Source: an optimization exercise on an open RTL-to-GDS flow (aim: small area). Production flows keep margins and buffers that such runs may drop.
In this exercise RTL edits were held to simulation tests only and were not proved equivalent to the original.
No activity file was given, so power comes from the tool's default toggle rates.

==> flow/design.v (excerpt) <==
module dali_bcb (
    input  wire        clk,
    input  wire        rst,
    input  wire        sense_active,
    output wire        drv_active,
    input  wire [31:0] cmd,
    input  wire        cmd_valid,
    output wire [3:0]  rsp_status,
    output reg  [31:0] rsp_data,
    output wire        irq
);
Size: about 4700 cells after synthesis, about 960 flip-flops, ~74 I/O pins, about 0.054 sq mm of cells after synthesis.
Settings: LEC_CHECK=0, CAP_MARGIN=20, CORE_MARGIN=2, CORE_UTILIZATION=40, SLEW_MARGIN=20; clock period 30.0 ns.
standard.sh (not shown) runs the stock make flow with config.mk's settings and CLKGATE_MAP_FILE= SYNTH_SCRIPT=/design/flow/synth_recipe.tcl, a recipe that flattens the netlist after the stock synthesis.
==> flow/flow/run.sh <==
#!/bin/bash
# The standard layout with two area-oriented settings; synthesis and
# everything else is the standard flow:
# - clock tree synthesis without dummy loads and with larger sink clusters;
# - the port buffers are the smallest buffer (the resizer may still size them).
set -euo pipefail
cts="-sink_clustering_enable -repair_clock_nets -dont_use_dummy_load"
cts="$cts -sink_clustering_size 26 -sink_clustering_max_diameter 80"
bash standard.sh "CTS_ARGS=$cts" \
    "BUFFER_PORTS_ARGS=-buffer_cell sky130_fd_sc_hd__buf_1" finish > standard_flow.log 2>&1
Rerun with:
--- a/flow/flow/run.sh
+++ b/flow/flow/run.sh
@@ -8 +8 @@
-cts="$cts -sink_clustering_size 26 -sink_clustering_max_diameter 80"
+cts="$cts -sink_clustering_size 28 -sink_clustering_max_diameter 100"
After rerunning: The new run completed with no timing, DRC or antenna violations. Final area stays flat. Synthesized cell count stays the same. Setup slack gets better by 0.030 ns. Sequential power hardly moves. Fmax hardly moves. Via count barely changes. Worst hold slack gets better by 0.0065 ns. Wire length hardly moves. Utilization is about the same.
Rerun with:
--- a/flow/flow/run.sh
+++ b/flow/flow/run.sh
@@ -8 +8 @@
-cts="$cts -sink_clustering_size 28 -sink_clustering_max_diameter 100"
+cts="$cts -sink_clustering_size 22 -sink_clustering_max_diameter 100"
The new run finished with timing, DRC and antenna clean.
Final cell count hardly moves.
Worst setup slack got worse by 0.10 ns.
Die area stays the same.

========
Another version of the RTL of dali_bcb (not shown whole).
Size: about 4700 cells after synthesis, ~74 I/O pins, roughly 0.055 mm2 of cells after synthesis.
Settings: LEC_CHECK=0, CAP_MARGIN=20, CORE_MARGIN=2, CORE_UTILIZATION=40, SLEW_MARGIN=20; clock period 30.0 ns.
==> flow/flow/run.sh <==
#!/bin/bash
# The standard layout with three area-oriented settings; synthesis and
# everything else is the standard flow:
# - clock tree synthesis without dummy loads and with larger sink clusters;
# - the port buffers are the smallest buffer (the resizer may still size them);
# - after global routing, cells on paths with positive slack are downsized.
set -euo pipefail
cts="-sink_clustering_enable -repair_clock_nets -dont_use_dummy_load"
cts="$cts -sink_clustering_size 20 -sink_clustering_max_diameter 100"
bash standard.sh "CTS_ARGS=$cts" \
    "BUFFER_PORTS_ARGS=-buffer_cell sky130_fd_sc_hd__buf_1" \
    "RECOVER_POWER=100" finish > standard_flow.log 2>&1
The first run produced a layout that fails on max-capacitance violations, max-slew violations.
Then changed:
==> flow/flow/run.sh (replaced) <==
#!/bin/bash
# The standard layout, with a leaner clock tree: clock tree synthesis
# without dummy loads and with larger sink clusters. Everything else,
# synthesis included, is the standard flow.
set -euo pipefail
cts="-sink_clustering_enable -repair_clock_nets -dont_use_dummy_load"
cts="$cts -sink_clustering_size 20 -sink_clustering_max_diameter 100"
bash standard.sh "CTS_ARGS=$cts" finish > standard_flow.log 2>&1
What happened: This time the run went through all stages and came out clean. Critical path depth came out higher by 30. Flip-flop and latch count does not change. Hold slack gains 5.4 ps. Setup slack gets better by 2200 ps. Combinational power barely changes. Non-clock buffer count goes down by 1. First-iteration DRC count rose by about 2.4%. Die area stays the same. Total power stays flat.
Then changed:
==> flow/flow/run.sh (replaced) <==
#!/bin/bash
# The standard layout with two area-oriented settings; synthesis and
# everything else is the standard flow:
# - clock tree synthesis without dummy loads and with larger sink clusters;
# - the port buffers are the smallest buffer (the resizer may still size them).
set -euo pipefail
cts="-sink_clustering_enable -repair_clock_nets -dont_use_dummy_load"
cts="$cts -sink_clustering_size 20 -sink_clustering_max_diameter 100"
bash standard.sh "CTS_ARGS=$cts" \
    "BUFFER_PORTS_ARGS=-buffer_cell sky130_fd_sc_hd__buf_1" finish > standard_flow.log 2>&1
Final area fell slightly.
Clock power decreases slightly.
Maximum frequency is lower slightly.
Routed wire length stays flat.
Then changed:
==> flow/flow/run.sh (replaced) <==
#!/bin/bash
# The standard layout, with a leaner clock tree: clock tree synthesis
# without dummy loads and with larger sink clusters. Everything else,
# synthesis included, is the standard flow.
set -euo pipefail
cts="-sink_clustering_enable -repair_clock_nets -dont_use_dummy_load"
cts="$cts -sink_clustering_size 24 -sink_clustering_max_diameter 100"
bash standard.sh "CTS_ARGS=$cts" finish > standard_flow.log 2>&1
=> The changed run completed with no timing, DRC or antenna violations; power drops by about 1%; clock power decreases by about 6%; via count hardly moves; cell count is about the same; maximum frequency shrinks by about 0.35%.
Then changed:
==> flow/flow/run.sh (replaced) <==
#!/bin/bash
# The standard layout with two area-oriented settings; synthesis and
# everything else is the standard flow:
# - clock tree synthesis without dummy loads and with larger sink clusters;
# - the port buffers are the smallest buffer (the resizer may still size them).
set -euo pipefail
cts="-sink_clustering_enable -repair_clock_nets -dont_use_dummy_load"
cts="$cts -sink_clustering_size 20 -sink_clustering_max_diameter 100"
bash standard.sh "CTS_ARGS=$cts" \
    "BUFFER_PORTS_ARGS=-buffer_cell sky130_fd_sc_hd__buf_1" finish > standard_flow.log 2>&1
--- a/flow/config.mk
+++ b/flow/config.mk
@@ -6,6 +6,6 @@
 export NUM_CORES = 4
 export LEC_CHECK = 0
-export CAP_MARGIN = 20
+export CAP_MARGIN = 5
 export CORE_MARGIN = 2
 export CORE_UTILIZATION = 40
-export SLEW_MARGIN = 20
+export SLEW_MARGIN = 5
- cell count hardly moves
- total power climbs by about 1.1%
- sequential power stays flat
- final area drops by about 0.47%
- core utilization drops by 0.20 points
- setup slack degrades by 12 ps
- via count barely changes

afterwards: timing with drivers on the ports:
The flow's constraints put no driver on any port. The routed layouts listed below were extracted and timed again, unchanged, in two steps.
Step 1 sets driving cells, clkbuf_16 on the clock port and buf_2 on the other inputs (assumed; they add their load-dependent delay and slew).
Step 2 adds t to the input delays and takes it off the output delays; t is the mean of the earliest and latest rising clock arrival at the registers after step 1. Input paths then give back, and output paths get back, about the clock's delay inside the block.
Three values: no drivers, after step 1, after step 2; two values: the first two.
| run | shift t [ns] | slack for setup (ns) | worst setup path after step 2 | worst data-port slew with drivers (ns) | cell pins on the clock port's net |
|---|---|---|---|---|---|
| the first run of note 1 | 0.716 | 12.264 / 12.264 / 12.264 | register to register | 0.12 | 1 |
| the second run of note 1 | 0.684 | 12.294 / 12.294 / 12.294 | register to register | 0.12 | 1 |
| the third run of note 1 | 0.729 | 12.191 / 12.191 / 12.191 | register to register | 0.12 | 1 |
| the first run of note 2 | 0.734 | 10.142 / 10.198 / 9.464 | input to register | 0.21 | 1 |
| the second run of note 2 | 0.743 | 12.368 / 12.368 / 12.368 | register to register | 0.22 | 1 |
| the third run of note 2 | 0.732 | 12.305 / 12.305 / 12.305 | register to register | 0.20 | 1 |
| the fourth run of note 2 | 0.717 | 12.242 / 12.242 / 12.242 | register to register | 0.21 | 1 |
| the fifth run of note 2 | 0.732 | 12.230 / 12.230 / 12.230 | register to register | 0.20 | 1 |
The setup slack of the first run of note 2, which loses most, moves by +0.056 ns with the drivers and by -0.678 ns with both steps.
